Background: an optimization exercise with open tools, aiming at small area. Do not read the settings as production practice. Function was checked by simulation only, so behaviour that the tests miss may differ from the original. The flow treats the clock pin as an ideal source, which a real chip does not have. No activity file was given, so power comes from the tool's default toggle rates.

Setup of harbor:
Design ipass_rpmseq, start of the top module:
module ipass_rpmseq #(
    parameter integer T_SETTLE = 100    
) (
    input  wire        clk,
    input  wire        rst,             
    input  wire [6:0]  cfg_dev_addr,    
    input  wire        cmd_valid,
    output wire        cmd_ready,
    input  wire [31:0] cmd_word,
    output wire        rsp_valid,
    input  wire        rsp_ready,
    output wire [1:0]  rsp_status,
    output wire [15:0] rsp_data,
    output wire        bt_req_valid,
    input  wire        bt_req_ready,
    output wire        bt_req_rw,
    output wire [6:0]  bt_req_addr,
    output wire [1:0]  bt_req_len,
    output wire [15:0] bt_req_wdata,
    input  wire        bt_rsp_valid,
    input  wire        bt_rsp_ok,
    input  wire [7:0]  bt_rsp_rdata,
    output wire [7:0]  port_wdata,
    output wire [1:0]  port_write,
    output wire [1:0]  port_flush,
    output wire        busy
);
For scale: roughly 310 cells after synthesis, about 110 I/O pins, ~2600 um^2 of cells after synthesis.
Settings: LEC_CHECK=0, ABC_AREA=1, CAP_MARGIN=20, CORE_MARGIN=2, CORE_UTILIZATION=40, GPL_TIMING_DRIVEN=0, PLACE_DENSITY=0.6, SLEW_MARGIN=20; clock period 5.0 ns.
standard.sh (not shown) runs the stock make flow with config.mk's settings and CLKGATE_MAP_FILE= SYNTH_SCRIPT=/design/flow/synth_recipe.tcl, a recipe that flattens the netlist after the stock synthesis.
==> flow/flow/run.sh <==
#!/bin/bash
# Layout: the standard ORFS flow (standard.sh) with three changes:
#  1. after the standard synthesis, the combinational cells are mapped again
#     with Yosys/ABC for area, with several ABC seeds; every flip-flop
#     instance of the standard synthesis is kept as it is (same names, same
#     cells). The smallest new netlist that Yosys proves equivalent to the
#     standard one is used; if none is, the standard netlist is kept;
#  2. each port is buffered by sky130_fd_sc_hd__buf_1;
#  3. CTS uses clkbuf_4/clkbuf_8 with no dummy loads.
# The re-mapped netlist keeps pass-through outputs as assigns (no buffers);
# buffer_ports then gives each port its own buffer.
# Each tool's output goes to a log file in this folder.
set -euo pipefail
here=$(pwd)
res=$here/orfs/results/$FLOW_PLATFORM/ipass_rpmseq/base
vars=(BUFFER_PORTS_ARGS="-buffer_cell sky130_fd_sc_hd__buf_1"
      CTS_ARGS="-sink_clustering_enable -repair_clock_nets -buf_list {sky130_fd_sc_hd__clkbuf_4 sky130_fd_sc_hd__clkbuf_8} -sink_clustering_size 10 -dont_use_dummy_load")

bash standard.sh "${vars[@]}" synth > log_1_synth.log 2>&1

lib=$FLOW_HOME/platforms/$FLOW_PLATFORM/lib/sky130_fd_sc_hd__tt_025C_1v80.lib
du=$(sed -n '/DONT_USE_CELLS += /,/^$/p' $FLOW_HOME/platforms/$FLOW_PLATFORM/config.mk \
     | grep -o 'sky130_fd_sc_hd__[a-z0-9_]*' | sed 's/^/-dont_use /' | tr '\n' ' ')
yosys=$FLOW_HOME/../tools/install/yosys/bin/yosys
[ -x "$yosys" ] || yosys=$(command -v yosys)
cp $res/1_2_yosys.v $here/std_1_2_yosys.v

remap() {  # $1 = seed
  local s=$1
  echo "strash; dc2; strash; &get -n; &deepsyn -T 30 -S $s; &put; dch -f; map -a; mfs2; strash; dch -f; map -a; topo; dnsize" > $here/remap_$s.abc
  cat > $here/remap_$s.ys <<EOY
read_liberty -ignore_miss_func $lib
blackbox sky130_fd_sc_hd__df* sky130_fd_sc_hd__edf* sky130_fd_sc_hd__sdf* sky130_fd_sc_hd__sedf* sky130_fd_sc_hd__dl*
read_verilog $here/std_1_2_yosys.v
hierarchy -top $FLOW_TOP
flatten
opt -full
abc -liberty $lib $du -script $here/remap_$s.abc
opt_clean -purge
hilomap -singleton -hicell sky130_fd_sc_hd__conb_1 HI -locell sky130_fd_sc_hd__conb_1 LO
splitnets
opt_clean -purge

tee -o $here/remap_$s.stat stat -liberty $lib
write_verilog -noattr -nohex -nodec $here/remap_$s.v
EOY
  $yosys -s $here/remap_$s.ys > log_2_remap_$s.log 2>&1 || rm -f $here/remap_$s.v
}
prove() {  # $1 = netlist
  cat > $here/prove.ys <<EOY
read_liberty -lib $lib
read_verilog $1
hierarchy -top $FLOW_TOP
check -assert -mapped
design -reset
read_liberty -ignore_miss_func $lib
read_verilog $here/std_1_2_yosys.v
rename $FLOW_TOP gold
read_verilog $1
rename $FLOW_TOP gate
hierarchy -check
flatten gold gate
rename -hide gold/w:_* gate/w:_*
opt_clean
equiv_make gold gate eq
hierarchy -top eq
equiv_simple -seq 2
equiv_induct
equiv_status -assert
EOY
  $yosys -s $here/prove.ys > log_3_prove_$(basename $1 .v).log 2>&1
}

for s in 1 2 3 4; do remap $s & done; wait
for s in 5 6 7 8; do remap $s & done; wait

# candidates, smallest area first
ls $here/remap_*.v 2>/dev/null | while read f; do
  st=${f%.v}.stat
  a=$(grep -o "Chip area for module .*: [0-9.]*" $st | awk '{print $NF}')
  echo "$a $f"
done | sort -n > $here/remap_candidates.txt || true
used=""
while read a f; do
  if prove $f; then used=$f; break; fi
done < $here/remap_candidates.txt
if [ -n "$used" ]; then
  cp $used $res/1_2_yosys.v
  rm -f $res/1_synth.odb $res/1_synth.sdc
  echo "re-mapped netlist used: $used" > remap_result.txt
else
  echo "no re-mapped netlist proven: standard netlist kept" > remap_result.txt
fi

bash standard.sh "${vars[@]}" finish > log_4_layout.log 2>&1
Input-level comparison between violet and harbor:
- changing PLACE_DENSITY from 0.6 to 0.7
- changing CORE_UTILIZATION from 40 to 50
-- flow/flow/run.sh --
<<< harbor, line 9
#  3. CTS uses clkbuf_4/clkbuf_8 with no dummy loads.
>>> violet, line 9
#  3. CTS uses clkbuf_4/clkbuf_8 with no dummy loads; the root clock buffer,
#     which only drives the leaf clock buffers, is then sized down to
#     clkbuf_2 (flow/post_cts.tcl).
<<< harbor, line 17
      CTS_ARGS="-sink_clustering_enable -repair_clock_nets -buf_list {sky130_fd_sc_hd__clkbuf_4 sky130_fd_sc_hd__clkbuf_8} -sink_clustering_size 10 -dont_use_dummy_load")
>>> violet, line 19
      CTS_ARGS="-sink_clustering_enable -repair_clock_nets -buf_list {sky130_fd_sc_hd__clkbuf_4 sky130_fd_sc_hd__clkbuf_8} -sink_clustering_size 10 -dont_use_dummy_load"
      POST_CTS_TCL=$here/flow/post_cts.tcl)
==> flow/flow/post_cts.tcl (new file) <==
# POST_CTS hook: the root clock buffer (the one the clk port drives) only
# drives the few leaf clock buffers of the tree, so give it a small cell.
# Every register still gets its clock through the same root and one leaf
# buffer, so the tree's balance is unchanged.
set block [ord::get_db_block]
set small [[ord::get_db] findMaster sky130_fd_sc_hd__clkbuf_2]
foreach it [[$block findNet clk] getITerms] {
  set inst [$it getInst]
  if {[string match sky130_fd_sc_hd__clkbuf_* [[$inst getMaster] getName]]} {
    set n 0
    foreach o [[[$inst findITerm X] getNet] getITerms] { incr n }
    if {$n <= 9} {
      puts "post_cts: [$inst getName] [[$inst getMaster] getName] -> sky130_fd_sc_hd__clkbuf_2 ($n pins on its net)"
      $inst swapMaster $small
    }
  }
}
Findings:
Going from harbor to violet, net switching power of the design shrank slightly. Fraction of the cycle the final worst path needs: violet > harbor. Between violet and harbor, it is violet whose slack of the critical path is lower, by 0.014 ns. Delta (violet minus harbor): non-filler instance count after layout dropped 7; clock share of power fell by 0.8 points; hold slack stayed essentially flat; global-route usage went up 3.6 points. Combinational fraction of design power: higher on violet. On violet: met3 wirelength from detailed routing is about 17% higher than what harbor gave.
What juniper does differently from violet at the input level:
- changing CORE_UTILIZATION from 50 to 40
- changing PLACE_DENSITY from 0.7 to 0.6
- removing GPL_TIMING_DRIVEN (formerly 0)
-- flow/flow/run.sh --
<<< violet, line 9
#  3. CTS uses clkbuf_4/clkbuf_8 with no dummy loads; the root clock buffer,
#     which only drives the leaf clock buffers, is then sized down to
#     clkbuf_2 (flow/post_cts.tcl).
# The re-mapped netlist keeps pass-through outputs as assigns (no buffers);
# buffer_ports then gives each port its own buffer.
>>> juniper, line 9
#  3. CTS uses clkbuf_4/clkbuf_8 with no dummy loads.
<<< violet, line 19
      CTS_ARGS="-sink_clustering_enable -repair_clock_nets -buf_list {sky130_fd_sc_hd__clkbuf_4 sky130_fd_sc_hd__clkbuf_8} -sink_clustering_size 10 -dont_use_dummy_load"
      POST_CTS_TCL=$here/flow/post_cts.tcl)
>>> juniper, line 15
      CTS_ARGS="-sink_clustering_enable -repair_clock_nets -buf_list {sky130_fd_sc_hd__clkbuf_4 sky130_fd_sc_hd__clkbuf_8} -sink_clustering_size 10 -dont_use_dummy_load")
<<< violet, line 46

>>> juniper, line 41
insbuf -buf sky130_fd_sc_hd__buf_4 A X
removed: flow/flow/post_cts.tcl
--- outcome ---
violet → juniper: wire length reported by the detailed router picked up an extra 8.2%; fmax picked up an extra about 1.2%; post-layout total power picked up an extra 0.87%; die width picked up an extra 13 um; setup slack picked up an extra 0.045 ns. Critical path buffer and inverter count delta (violet -> juniper): insignificant. In the reports for juniper and violet, the smaller mean instance size in the synthesized netlist belongs to juniper.

---

the reference run:
Another version of the RTL of ipass_rpmseq (not shown whole).
For scale: ~400 cells after synthesis, ~57 flip-flops, about 110 I/O pins.
clock: 5.0 ns
lec_check: 0
abc_area: 1
cap_margin: 20
core_margin: 2
core_utilization: 40
place_density: 0.6
slew_margin: 20
run.sh (not shown) runs the stock make flow with config.mk's settings and CLKGATE_MAP_FILE= SYNTH_SCRIPT=/design/flow/synth_recipe.tcl, a recipe that flattens the netlist after the stock synthesis.
Stock flow here: none of the scripts above is used.
The reference run reached the end of the flow, and the finished layout is clean on the timing, DRC and antenna checks.
[inputs] the trial run vs the reference run
# the reference run
export LEC_CHECK = 0
export ABC_AREA = 1
export CAP_MARGIN = 20
export CORE_MARGIN = 2
export CORE_UTILIZATION = 40
export PLACE_DENSITY = 0.6
export SLEW_MARGIN = 20
create_clock -name core_clock -period 5.0 [get_ports {clk}]
# the trial run
export LEC_CHECK = 0
export ABC_AREA = 1
export CAP_MARGIN = 20
export CORE_MARGIN = 2
export CORE_UTILIZATION = 40
export CTS_BUF_LIST = sky130_fd_sc_hd__clkbuf_2 sky130_fd_sc_hd__clkbuf_4
export PLACE_DENSITY = 0.6
export SLEW_MARGIN = 20
create_clock -name core_clock -period 5.0 [get_ports {clk}]
==> comparison <==
- Number of synthesized register bits: the reference run vs the trial run identical
- Going from the reference run to the trial run, count of clock-buffer cells in the layout shrinks by 3.
- Of the trial run and the reference run, it is the trial run that has the lower maximum clock rate.
- The reference run -> the trial run: quantity of hold-fixing buffers added after cts delta 0, exact match
- The trial run gives less met3 track utilization from global routing than the reference run did.
- Compared with the reference run, in the trial run final critical-path share of the clock period shows an increase of 1.6 points, number of cells on the worst hold path barely changed.
- The trial run against the reference run: actual slew at the worst max-slew pin about even, total wirelength of the detailed-routed design about even, detailed placer's ending HPWL about even.

afterwards: timing with drivers on the ports:
The flow's constraints put no driver on any port. The routed layouts listed below were extracted and timed again, unchanged, in two steps.
Step 1, drivers: a clkbuf_16 drives clk and a buf_2 each remaining input, both assumed.
Step 2 adds t to the input delays and takes it off the output delays; t is the mean of the earliest and latest rising clock arrival at the registers after step 1. Input paths then give back, and output paths get back, about the clock's delay inside the block.
Three values: ideal, step 1, step 2; two values: the first two.
run | t (ns) | setup slack, ns | hold slack, ns | worst slew at a driven data input, ns
harbor | 0.322 | 1.330 / 1.302 / 1.624 | 0.468 / 0.468 / 0.468 | 0.04
violet | 0.401 | 1.316 / 1.291 / 1.632 | 0.468 / 0.468 / 0.468 | 0.04
juniper | 0.319 | 1.361 / 1.334 / 1.637 | 0.469 / 0.469 / 0.469 | 0.04
the reference run | 0.353 | 0.778 / 0.749 / 1.102 | 0.449 / 0.449 / 0.449 | 0.05
the trial run | 0.420 | 0.698 / 0.669 / 1.089 | 0.454 / 0.454 / 0.454 | 0.05
After both steps every run listed still meets setup and hold.
